From an optimization exercise on the open Yosys and OpenROAD flow, aimed at a short achievable clock period and few clock cycles; shortcuts taken in it are not production practice. Where RTL was checked, it was by simulation tests only, not by an equivalence proof against the original.

==> inputs of v34 <==
==> flow/design.v (excerpt) <==
module dcpu16_core (
    input  wire         clk,
    input  wire         rst,         
    input  wire         start,       
    output wire         busy,        
    output reg          mem_req,
    output reg          mem_we,
    output reg  [15:0]  mem_addr,
    output reg  [15:0]  mem_wdata,
    input  wire         mem_ready,
    input  wire [15:0]  mem_rdata,
    output wire [127:0] regs,        
    output wire [15:0]  pc,
    output wire [15:0]  sp,
    output wire         o
);
    localparam integer DIVK  = 4;
    reg s_idle, s_f, s_ax, s_am, s_bx, s_bm, s_k, s_w;
    reg [15:0] gpr [0:7];
    reg [15:0] pc_r;
    reg [15:0] sp_r;
    reg        o_r;
    reg [15:0] addr_r;       
    reg [15:0] av, bv;       
    reg [15:0] mav, mbv;     
    reg [15:0] a_loc;        
    reg [5:0]  ca_r, cb_r;   
    reg        exe;          
    reg [7:0]  wr_reg;       
    reg        wr_sp, wr_pc, wr_o, wr_mem;
    reg        slow;         
    reg q_set, q_add, q_sub, q_mul, q_shl, q_shr, q_and, q_bor, q_xor;
    reg f_set, f_add, f_sub, f_div, f_mod, f_shl, f_shr, f_res;
    reg f_and, f_bor, f_xor, f_ife, f_ifn, f_ifg, f_ifb, f_wo;
  ...
export LEC_CHECK = 0
export CAP_MARGIN = 20
export CORE_MARGIN = 2
export CORE_UTILIZATION = 30
export CTS_BUF_LIST = sky130_fd_sc_hd__clkbuf_16
export CTS_CLUSTER_SIZE = 30
export PLACE_DENSITY = 0.45
export SLEW_MARGIN = 20
create_clock -name core_clock -period 33.0 [get_ports {clk}]
standard.sh (not shown) runs the stock make flow with config.mk's settings and CLKGATE_MAP_FILE= SYNTH_SCRIPT=/design/flow/synth_recipe.tcl, a recipe that flattens the netlist after the stock synthesis.
==> flow/flow/run.sh <==
#!/bin/bash
set -euo pipefail
MARGIN=$(cat flow/margin.txt)
bash standard.sh SETUP_SLACK_MARGIN=$MARGIN finish > standard_flow.log 2>&1
==> flow/flow/margin.txt <==
24
==> v18 (differences from v34) <==
--- a/flow/design.v
+++ b/flow/design.v
@@ -10,38 +10,35 @@
     input  wire         mem_ready,
     input  wire [15:0]  mem_rdata,
     output wire [127:0] regs,        
     output wire [15:0]  pc,
     output wire [15:0]  sp,
     output wire         o
 );
-    localparam integer DIVK  = 4;
+    localparam integer DIVB  = 4;
+    localparam integer DIVK  = 16 / DIVB;
     reg s_idle, s_f, s_ax, s_am, s_bx, s_bm, s_k, s_w;
     reg [15:0] gpr [0:7];
     reg [15:0] pc_r;
     reg [15:0] sp_r;
     reg        o_r;
     reg [15:0] addr_r;       
     reg [15:0] av, bv;       
-    reg [15:0] mav, mbv;     
     reg [15:0] a_loc;        
     reg [5:0]  ca_r, cb_r;   
     reg        exe;          
     reg [7:0]  wr_reg;       
     reg        wr_sp, wr_pc, wr_o, wr_mem;
     reg        slow;         
     reg q_set, q_add, q_sub, q_mul, q_shl, q_shr, q_and, q_bor, q_xor;
     reg f_set, f_add, f_sub, f_div, f_mod, f_shl, f_shr, f_res;
     reg f_and, f_bor, f_xor, f_ife, f_ifn, f_ifg, f_ifb, f_wo;
     reg [15:0] res_r;        
     reg        ores_r;       
     reg [15:0] drem;         
-    reg [15:0] dq;           
-    reg [15:0] dbv;          
-    reg [17:0] db3;          
     reg [3:0]  kcnt;
     reg        bvz;
     assign busy = ~s_idle;
     function c_ext(input [5:0] c);
         c_ext = (c[5:3] == 3'b010) || (c == 6'd30) || (c == 6'd31);
     endfunction
     function c_mem(input [5:0] c);
@@ -72,25 +69,19 @@
         has_res = (op != 4'd0) && (op < 4'd12);
     endfunction
     wire [16:0] add_raw = {1'b0, av} + {1'b0, bv};
     wire [16:0] sub_raw = {1'b0, av} - {1'b0, bv};
     wire        big_sh  = (bv[15:4] != 12'd0);
     wire [31:0] shl_raw = {16'd0, av} << bv[3:0];
     wire [15:0] shr_raw = av >> bv[3:0];
-    wire [16:0] madd_raw = {1'b0, mav} + {1'b0, mbv};
-    wire [16:0] msub_raw = {1'b0, mav} - {1'b0, mbv};
-    wire        mbig_sh  = (mbv[15:4] != 12'd0);
-    wire [31:0] mshl_raw = {16'd0, mav} << mbv[3:0];
-    wire [15:0] mshr_raw = mav >> mbv[3:0];
-    wire [31:0] mul_raw  = mav * mbv;
-    wire        mshl_o   = mbig_sh ? (mav != 16'd0) : (mshl_raw[31:16] != 16'd0);
+    wire [31:0] mul_raw = av * bv;
     wire        shl_o   = big_sh ? (av != 16'd0) : (shl_raw[31:16] != 16'd0);
     wire [15:0] reg_result =
           ({16{f_res}} & res_r)
-        | ({16{f_div & ~bvz}} & dq)
+        | ({16{f_div & ~bvz}} & av)
         | ({16{f_mod & ~bvz}} & drem);
     wire [15:0] logic_result =
           ({16{f_and}} & (av & bv))
         | ({16{f_bor}} & (av | bv))
         | ({16{f_xor}} & (av ^ bv))
         | reg_result;
     wire [15:0] ex_result =
@@ -102,27 +93,27 @@
         | logic_result;
     wire ex_o = (f_add & add_raw[16])
               | (f_sub & sub_raw[16])
               | (f_shl & shl_o)
               | (f_res & ores_r)
               | (f_div & bvz);
     wire [15:0] k_result =
-          ({16{q_set}} & mbv)
-        | ({16{q_add}} & madd_raw[15:0])
-        | ({16{q_sub}} & msub_raw[15:0])
+          ({16{q_set}} & bv)
+        | ({16{q_add}} & add_raw[15:0])
+        | ({16{q_sub}} & sub_raw[15:0])
         | ({16{q_mul}} & mul_raw[15:0])
-        | ({16{q_shl & ~mbig_sh}} & mshl_raw[15:0])
-        | ({16{q_shr & ~mbig_sh}} & mshr_raw)
-        | ({16{q_and}} & (mav & mbv))
-        | ({16{q_bor}} & (mav | mbv))
-        | ({16{q_xor}} & (mav ^ mbv));
-    wire k_o = (q_add & madd_raw[16])
-             | (q_sub & msub_raw[16])
+        | ({16{q_shl & ~big_sh}} & shl_raw[15:0])
+        | ({16{q_shr & ~big_sh}} & shr_raw)
+        | ({16{q_and}} & (av & bv))
+        | ({16{q_bor}} & (av | bv))
+        | ({16{q_xor}} & (av ^ bv));
+    wire k_o = (q_add & add_raw[16])
+             | (q_sub & sub_raw[16])
              | (q_mul & (mul_raw[31:16] != 16'd0))
-             | (q_shl & mshl_o);
+             | (q_shl & shl_o);
     wire ex_skip = (f_ife & (av != bv))
                  | (f_ifn & (av == bv))
                  | (f_ifg & ~(av > bv))
                  | (f_ifb & ((av & bv) == 16'd0));
     wire [15:0] nbv    = ~bv;
     wire [15:0] sp1_s  = av ^ nbv ^ 16'h0002;
     wire [15:0] sp1_c  = (av & nbv) | ((av ^ nbv) & 16'h0002);
@@ -143,57 +134,29 @@
         for (gi = 0; gi < 8; gi = gi + 1) begin : g_out
             assign regs[16*gi +: 16] = wr_reg[gi] ? ex_result : gpr[gi];
         end
     endgenerate
     assign pc = new_pc;
     assign sp = wr_sp ? ex_result : sp_r;
     assign o  = new_o;
-    reg [15:0] d0_r, d0_q;
-    reg [16:0] d0_t;
-    reg [15:0] d4_r, d4_q, d1_r, d1_q;
-    reg [17:0] d4_t;
+    reg [15:0] dv_r, dv_q;
+    reg [16:0] dv_t;
     integer j;
     always @(*) begin
-        d0_r = 16'd0;
-        d0_q = mav;
-        for (j = 0; j < 2; j = j + 1) begin
-            d0_t = {d0_r, d0_q[15]};
-            if (d0_t >= {1'b0, mbv}) begin
-                d0_t = d0_t - {1'b0, mbv};
-                d0_q = {d0_q[14:0], 1'b1};
+        dv_r = drem;
+        dv_q = av;
+        for (j = 0; j < DIVB; j = j + 1) begin
+            dv_t = {dv_r, dv_q[15]};
+            if (dv_t >= {1'b0, bv}) begin
+                dv_t = dv_t - {1'b0, bv};
+                dv_q = {dv_q[14:0], 1'b1};
             end else begin
-                d0_q = {d0_q[14:0], 1'b0};
-            end
-            d0_r = d0_t[15:0];
-        end
-    end
-    always @(*) begin
-        d4_r = drem;
-        d4_q = dq;
-        d1_r = drem;
-        d1_q = dq;
-        for (j = 0; j < 3; j = j + 1) begin
-            d4_t = {d4_r, d4_q[15:14]};
-            if (d4_t >= db3) begin
-                d4_t = d4_t - db3;
-                d4_q = {d4_q[13:0], 2'd3};
-            end else if (d4_t >= {1'b0, dbv, 1'b0}) begin
-                d4_t = d4_t - {1'b0, dbv, 1'b0};
-                d4_q = {d4_q[13:0], 2'd2};
-            end else if (d4_t >= {2'b0, dbv}) begin
-                d4_t = d4_t - {2'b0, dbv};
-                d4_q = {d4_q[13:0], 2'd1};
-            end else begin
-                d4_q = {d4_q[13:0], 2'd0};
-            end
-            d4_r = d4_t[15:0];
-            if (j == 0) begin
-                d1_r = d4_r;
-                d1_q = d4_q;
+                dv_q = {dv_q[14:0], 1'b0};
             end
+            dv_r = dv_t[15:0];
         end
     end
     task go_idle;
         begin
             s_idle <= 1'b1;
             exe    <= 1'b1;
         end
@@ -209,15 +172,14 @@
                 go_idle;
             end
         end
     endtask
     task resolve_b(input [5:0] c, input slow_i, input wmem_i, input [15:0] wloc);
         begin
             bv <= nval(c);
-            if (slow_i) mbv <= nval(c);
             if (c_ext(c)) begin
                 s_bx   <= 1'b1;
                 addr_r <= pc_r + 16'd1;
                 pc_r   <= pc_r + 16'd1;
             end else if (c_mem(c)) begin
                 s_bm   <= 1'b1;
                 addr_r <= maddr(c);
@@ -297,15 +259,14 @@
                 for (i = 0; i < 8; i = i + 1)
                     wr_reg[i] <= w_res && (wa[5:3] == 3'b000) && (wa[2:0] == i);
                 wr_sp  <= w_res && (wa == 6'd27);
                 wr_pc  <= w_res && (wa == 6'd28);
                 wr_o   <= w_res && (wa == 6'd29);
                 wr_mem <= w_res && c_mem(wa);
                 av <= nval(wa);
-                if (w_slow) mav <= nval(wa);
                 if (c_ext(wa)) begin
                     s_ax   <= 1'b1;
                     addr_r <= pc_r + 16'd1;
                     pc_r   <= pc_r + 16'd1;
                 end else if (c_mem(wa)) begin
                     s_am   <= 1'b1;
                     addr_r <= maddr(wa);
@@ -321,74 +282,63 @@
                     s_am   <= 1'b1;
                     addr_r <= av + mem_rdata;
                 end else if (ca_r == 6'd30) begin
                     s_am   <= 1'b1;
                     addr_r <= mem_rdata;
                 end else begin
                     av <= mem_rdata;
-                    if (slow) mav <= mem_rdata;
                     resolve_b(cb_r, slow, 1'b0, a_loc);
                 end
             end
             if (s_am && mem_ready) begin
                 s_am  <= 1'b0;
                 av    <= mem_rdata;
-                if (slow) mav <= mem_rdata;
                 a_loc <= addr_r;
                 resolve_b(cb_r, slow, wr_mem, addr_r);
             end
             if (s_bx && mem_ready) begin
                 s_bx <= 1'b0;
                 if (cb_r[5:3] == 3'b010) begin
                     s_bm   <= 1'b1;
                     addr_r <= bv + mem_rdata;
                 end else if (cb_r == 6'd30) begin
                     s_bm   <= 1'b1;
                     addr_r <= mem_rdata;
                 end else begin
                     bv <= mem_rdata;
-                    if (slow) mbv <= mem_rdata;
                     post(slow, wr_mem, a_loc);
                 end
             end
             if (s_bm && mem_ready) begin
                 s_bm <= 1'b0;
                 bv   <= mem_rdata;
-                if (slow) mbv <= mem_rdata;
                 post(slow, wr_mem, a_loc);
             end
             if (s_k) begin
                 kcnt <= kcnt + 4'd1;
-                bvz  <= (mbv == 16'd0);
+                bvz  <= (bv == 16'd0);
                 if (f_res) begin
                     res_r  <= k_result;
                     ores_r <= k_o;
-                end
-                if (kcnt == 4'd0) begin
-                    drem <= d0_r;
-                    dq   <= d0_q;
-                    dbv  <= mbv;
-                    db3  <= {2'b0, mbv} + {1'b0, mbv, 1'b0};
-                end else if (kcnt == DIVK - 1) begin
-                    drem <= d1_r;
-                    dq   <= d1_q;
                 end else begin
-                    drem <= d4_r;
-                    dq   <= d4_q;
+                    drem <= dv_r;
+                    av   <= dv_q;
                 end
                 if (f_res || kcnt == DIVK - 1) begin
                     s_k  <= 1'b0;
                     kcnt <= 4'd0;
                     if (wr_mem) begin
                         s_w    <= 1'b1;
                         addr_r <= a_loc;
                     end else begin
                         go_idle;
                     end
                 end
+            end else if (s_f) begin
+                drem <= 16'd0;
             end
             if (s_w && mem_ready) begin
                 s_w <= 1'b0;
                 go_idle;
             end
         end
     end
==> flow/config.mk (replaced) <==
export PLATFORM = sky130hd
export DESIGN_NAME = dcpu16_core
export DESIGN_NICKNAME = dcpu16_core
export VERILOG_FILES = /design/flow/design.v
export SDC_FILE = /design/flow/constraint.sdc
export NUM_CORES = 4
export LEC_CHECK = 0
export CAP_MARGIN = 20
export CORE_MARGIN = 2
export CORE_UTILIZATION = 40
export PLACE_DENSITY = 0.6
export SLEW_MARGIN = 20
==> v23 (differences from v34) <==
--- a/flow/design.v
+++ b/flow/design.v
@@ -19,14 +19,22 @@
     reg [15:0] gpr [0:7];
     reg [15:0] pc_r;
     reg [15:0] sp_r;
     reg        o_r;
     reg [15:0] addr_r;       
     reg [15:0] av, bv;       
     reg [15:0] mav, mbv;     
+    reg [15:0] na, nb;       
+    reg [15:0] r_and, r_or, r_xor;   
+    reg [15:0] r_andn;               
+    reg [15:0] r1_p, r1_g;           
+    reg [18:0] r_shl2;               
+    reg [15:0] r_shr2;               
+    reg        r_big;                
+    reg        r_anz;                
     reg [15:0] a_loc;        
     reg [5:0]  ca_r, cb_r;   
     reg        exe;          
     reg [7:0]  wr_reg;       
     reg        wr_sp, wr_pc, wr_o, wr_mem;
     reg        slow;         
     reg q_set, q_add, q_sub, q_mul, q_shl, q_shr, q_and, q_bor, q_xor;
@@ -67,35 +75,57 @@
             maddr = sp_r - 16'd1;
         else
             maddr = sp_r;
     endfunction
     function has_res(input [3:0] op);
         has_res = (op != 4'd0) && (op < 4'd12);
     endfunction
-    wire [16:0] add_raw = {1'b0, av} + {1'b0, bv};
-    wire [16:0] sub_raw = {1'b0, av} - {1'b0, bv};
-    wire        big_sh  = (bv[15:4] != 12'd0);
-    wire [31:0] shl_raw = {16'd0, av} << bv[3:0];
-    wire [15:0] shr_raw = av >> bv[3:0];
+    function [16:0] ks_carry(input [15:0] g, input [15:0] p, input cin);
+        reg [15:0] gg, pp, g2, p2;
+        integer k, d;
+        begin
+            gg = g;
+            pp = p;
+            gg[0] = g[0] | (p[0] & cin);
+            for (d = 1; d < 16; d = d * 2) begin
+                g2 = gg;
+                p2 = pp;
+                for (k = d; k < 16; k = k + 1) begin
+                    g2[k] = gg[k] | (pp[k] & gg[k-d]);
+                    p2[k] = pp[k] & pp[k-d];
+                end
+                gg = g2;
+                pp = p2;
+            end
+            ks_carry = {gg, cin};
+        end
+    endfunction
+    wire [16:0] add_c   = ks_carry(r_and, r_xor, 1'b0);
+    wire [16:0] sub_c   = ks_carry(r_andn, ~r_xor, 1'b1);
+    wire [16:0] add_raw = {add_c[16], r_xor ^ add_c[15:0]};
+    wire [16:0] sub_raw = {~sub_c[16], ~r_xor ^ sub_c[15:0]};
+    wire        big_sh  = r_big;
+    wire [31:0] shl_raw = {13'd0, r_shl2} << {bv[3:2], 2'b00};
+    wire [15:0] shr_raw = r_shr2 >> {bv[3:2], 2'b00};
     wire [16:0] madd_raw = {1'b0, mav} + {1'b0, mbv};
     wire [16:0] msub_raw = {1'b0, mav} - {1'b0, mbv};
     wire        mbig_sh  = (mbv[15:4] != 12'd0);
     wire [31:0] mshl_raw = {16'd0, mav} << mbv[3:0];
     wire [15:0] mshr_raw = mav >> mbv[3:0];
     wire [31:0] mul_raw  = mav * mbv;
     wire        mshl_o   = mbig_sh ? (mav != 16'd0) : (mshl_raw[31:16] != 16'd0);
-    wire        shl_o   = big_sh ? (av != 16'd0) : (shl_raw[31:16] != 16'd0);
+    wire        shl_o   = big_sh ? r_anz : (shl_raw[31:16] != 16'd0);
     wire [15:0] reg_result =
           ({16{f_res}} & res_r)
         | ({16{f_div & ~bvz}} & dq)
         | ({16{f_mod & ~bvz}} & drem);
     wire [15:0] logic_result =
-          ({16{f_and}} & (av & bv))
-        | ({16{f_bor}} & (av | bv))
-        | ({16{f_xor}} & (av ^ bv))
+          ({16{f_and}} & r_and)
+        | ({16{f_bor}} & r_or)
+        | ({16{f_xor}} & r_xor)
         | reg_result;
     wire [15:0] ex_result =
           ({16{f_set}} & bv)
         | ({16{f_add}} & add_raw[15:0])
         | ({16{f_sub}} & sub_raw[15:0])
         | ({16{f_shl & ~big_sh}} & shl_raw[15:0])
         | ({16{f_shr & ~big_sh}} & shr_raw)
@@ -115,22 +145,21 @@
         | ({16{q_and}} & (mav & mbv))
         | ({16{q_bor}} & (mav | mbv))
         | ({16{q_xor}} & (mav ^ mbv));
     wire k_o = (q_add & madd_raw[16])
              | (q_sub & msub_raw[16])
              | (q_mul & (mul_raw[31:16] != 16'd0))
              | (q_shl & mshl_o);
-    wire ex_skip = (f_ife & (av != bv))
-                 | (f_ifn & (av == bv))
-                 | (f_ifg & ~(av > bv))
-                 | (f_ifb & ((av & bv) == 16'd0));
-    wire [15:0] nbv    = ~bv;
-    wire [15:0] sp1_s  = av ^ nbv ^ 16'h0002;
-    wire [15:0] sp1_c  = (av & nbv) | ((av ^ nbv) & 16'h0002);
-    wire [15:0] sub_p1 = sp1_s + {sp1_c[14:0], 1'b0};
+    wire a_ne_b  = (r_xor != 16'd0);
+    wire ex_skip = (f_ife & a_ne_b)
+                 | (f_ifn & ~a_ne_b)
+                 | (f_ifg & ~(sub_c[16] & a_ne_b))
+                 | (f_ifb & (r_and == 16'd0));
+    wire [16:0] sp1_cc = ks_carry(r1_g, r1_p, 1'b0);
+    wire [15:0] sub_p1 = r1_p ^ sp1_cc[15:0];
     wire [15:0] set_p1 = bv + 16'd1;
     wire [15:0] log_p1 = logic_result + 16'd1;
     wire [15:0] res_p1 = f_set ? set_p1 : f_sub ? sub_p1 : log_p1;
     wire [15:0] pc_inc1 = pc_r + 16'd1;
     wire [15:0] pc_inc2 = pc_r + 16'd2;
     wire [15:0] new_pc = !exe    ? pc_r :
                          wr_pc   ? res_p1 :
@@ -208,15 +237,15 @@
             end else begin
                 go_idle;
             end
         end
     endtask
     task resolve_b(input [5:0] c, input slow_i, input wmem_i, input [15:0] wloc);
         begin
-            bv <= nval(c);
+            nb = nval(c);
             if (slow_i) mbv <= nval(c);
             if (c_ext(c)) begin
                 s_bx   <= 1'b1;
                 addr_r <= pc_r + 16'd1;
                 pc_r   <= pc_r + 16'd1;
             end else if (c_mem(c)) begin
                 s_bm   <= 1'b1;
@@ -234,14 +263,16 @@
     wire [5:0]  wb = w[15:10];
     wire        w_res  = has_res(wo);
     wire        w_slow = (wo == 4'd4) || (wo == 4'd5) || (wo == 4'd6) ||
                          (w_res && wa == 6'd29) ||
                          (wa == 6'd28 && (wo == 4'd2 || wo == 4'd7 || wo == 4'd8));
     integer i;
     always @(posedge clk) begin
+        na = av;
+        nb = bv;
         if (rst) begin
             s_idle <= 1'b1;
             s_f  <= 1'b0; s_ax <= 1'b0; s_am <= 1'b0; s_bx <= 1'b0;
             s_bm <= 1'b0; s_k  <= 1'b0; s_w  <= 1'b0;
             for (i = 0; i < 8; i = i + 1) gpr[i] <= 16'd0;
             pc_r   <= 16'd0;
             sp_r   <= 16'd0;
@@ -296,15 +327,15 @@
                 slow  <= w_slow;
                 for (i = 0; i < 8; i = i + 1)
                     wr_reg[i] <= w_res && (wa[5:3] == 3'b000) && (wa[2:0] == i);
                 wr_sp  <= w_res && (wa == 6'd27);
                 wr_pc  <= w_res && (wa == 6'd28);
                 wr_o   <= w_res && (wa == 6'd29);
                 wr_mem <= w_res && c_mem(wa);
-                av <= nval(wa);
+                na = nval(wa);
                 if (w_slow) mav <= nval(wa);
                 if (c_ext(wa)) begin
                     s_ax   <= 1'b1;
                     addr_r <= pc_r + 16'd1;
                     pc_r   <= pc_r + 16'd1;
                 end else if (c_mem(wa)) begin
                     s_am   <= 1'b1;
@@ -320,43 +351,43 @@
                 if (ca_r[5:3] == 3'b010) begin
                     s_am   <= 1'b1;
                     addr_r <= av + mem_rdata;
                 end else if (ca_r == 6'd30) begin
                     s_am   <= 1'b1;
                     addr_r <= mem_rdata;
                 end else begin
-                    av <= mem_rdata;
+                    na = mem_rdata;
                     if (slow) mav <= mem_rdata;
                     resolve_b(cb_r, slow, 1'b0, a_loc);
                 end
             end
             if (s_am && mem_ready) begin
                 s_am  <= 1'b0;
-                av    <= mem_rdata;
+                na    = mem_rdata;
                 if (slow) mav <= mem_rdata;
                 a_loc <= addr_r;
                 resolve_b(cb_r, slow, wr_mem, addr_r);
             end
             if (s_bx && mem_ready) begin
                 s_bx <= 1'b0;
                 if (cb_r[5:3] == 3'b010) begin
                     s_bm   <= 1'b1;
                     addr_r <= bv + mem_rdata;
                 end else if (cb_r == 6'd30) begin
                     s_bm   <= 1'b1;
                     addr_r <= mem_rdata;
                 end else begin
-                    bv <= mem_rdata;
+                    nb = mem_rdata;
                     if (slow) mbv <= mem_rdata;
                     post(slow, wr_mem, a_loc);
                 end
             end
             if (s_bm && mem_ready) begin
                 s_bm <= 1'b0;
-                bv   <= mem_rdata;
+                nb   = mem_rdata;
                 if (slow) mbv <= mem_rdata;
                 post(slow, wr_mem, a_loc);
             end
             if (s_k) begin
                 kcnt <= kcnt + 4'd1;
                 bvz  <= (mbv == 16'd0);
                 if (f_res) begin
@@ -387,14 +418,28 @@
                 end
             end
             if (s_w && mem_ready) begin
                 s_w <= 1'b0;
                 go_idle;
             end
         end
+        av     <= na;
+        bv     <= nb;
+        r_and  <= na & nb;
+        r_or   <= na | nb;
+        r_xor  <= na ^ nb;
+        r_andn <= na & ~nb;
+        r1_p   <= (na ^ ~nb ^ 16'h0002) ^
+                  {((na[14:0] & ~nb[14:0]) | ((na[14:0] ^ ~nb[14:0]) & 15'h0002)), 1'b0};
+        r1_g   <= (na ^ ~nb ^ 16'h0002) &
+                  {((na[14:0] & ~nb[14:0]) | ((na[14:0] ^ ~nb[14:0]) & 15'h0002)), 1'b0};
+        r_shl2 <= {3'd0, na} << nb[1:0];
+        r_shr2 <= na >> nb[1:0];
+        r_big  <= (nb[15:4] != 12'd0);
+        r_anz  <= (na != 16'd0);
     end
     always @(*) begin
         mem_req   = s_f | s_ax | s_am | s_bx | s_bm | s_w;
         mem_we    = s_w;
         mem_addr  = addr_r;
         mem_wdata = ex_result;
     end
==> flow/config.mk (replaced) <==
export PLATFORM = sky130hd
export DESIGN_NAME = dcpu16_core
export DESIGN_NICKNAME = dcpu16_core
export VERILOG_FILES = /design/flow/design.v
export SDC_FILE = /design/flow/constraint.sdc
export NUM_CORES = 4
export LEC_CHECK = 0
export CAP_MARGIN = 20
export CORE_MARGIN = 2
export CORE_UTILIZATION = 40
export PLACE_DENSITY = 0.6
export SLEW_MARGIN = 20
==> run summary <==
# TYPE chip_impl_metric gauge
chip_impl_metric{name="drive_gt1_frac",unit=""} 0.2472
chip_impl_metric{name="floorplan.rows",unit=""} 140
chip_impl_info{name="outcome",value="complete, no violations"} 1
chip_impl_metric{name="cellPowerDensity",unit="nW/µm²"} 63.76
chip_impl_metric{name="area_of_the_multi_input_gates",unit="µm²"} 47270
chip_impl_metric{name="clk-insertion-delay-late",unit="ns"} 0.69
(the above is from v23)
==> run summary <==
# TYPE chip_impl_metric gauge
chip_impl_metric{name="flip_flop_and_latch_count_after_synthesis",unit=""} 403
chip_impl_metric{name="setup_tns",unit="ns"} 0
chip_impl_metric{name="clk-insertion-delay-late",unit="ns"} 0.73
chip_impl_metric{name="drive_gt1_frac",unit=""} 0.2324
chip_impl_info{name="outcome",value="complete, no violations"} 1
chip_impl_metric{name="area_of_the_multi_input_gates",unit="µm²"} 47110
chip_impl_metric{name="floorplan.rows",unit=""} 158
chip_impl_metric{name="power_switching",unit="µW"} 1651
(the above is from v34)
==> run summary <==
# TYPE chip_impl_metric gauge
chip_impl_metric{name="cellPowerDensity",unit="nW/µm²"} 62.48
chip_impl_metric{name="power_switching",unit="µW"} 2061
chip_impl_metric{name="clk-insertion-delay-late",unit="ns"} 0.66
chip_impl_metric{name="floorplan.rows",unit=""} 122
chip_impl_info{name="outcome",value="complete, no violations"} 1
chip_impl_metric{name="area_of_the_multi_input_gates",unit="µm²"} 39300
chip_impl_metric{name="fillCellCount",unit=""} 10391
chip_impl_metric{name="drive_gt1_frac",unit=""} 0.2717
chip_impl_metric{name="synthesis.area",unit="µm²"} 44900
chip_impl_metric{name="grt_pass1_vias",unit=""} 51635
(the above is from v18)
Testbench counts of v23, summed over its fixed seeds: cycles 466,988.
For v34 and v18, only the layout was checked, not whether the RTL still works.

port drivers added, routing unchanged:
The results above use ideal ports. As a check the final layouts listed here were re-extracted and re-timed, cells and wires unchanged.
Step 1, drivers: a clkbuf_16 drives clk and a buf_2 each remaining input, both assumed.
Step 2 times the ports against the registers' clock, not the clock port: input delays grow and output delays shrink by t, the midpoint of the rising clock arrivals with the driver on.
a / b / c = no drivers / after step 1 / after step 2; a / b = the first two.
run | t (ns) | slack for setup (ns) | worst setup path after step 2 | slew at the worst register clock pin (ns) | cell pins on the clock port's net
v34 | 0.776 | 21.591 / 21.507 / 22.283 | register to output | 0.08 / 0.08 | 1
v18 | 0.720 | 21.971 / 21.895 / 22.616 | register to output | 0.09 / 0.09 | 1
v23 | 0.751 | 22.198 / 22.112 / 22.863 | register to output | 0.07 / 0.07 | 1
After both steps setup and hold are still met in every run listed.
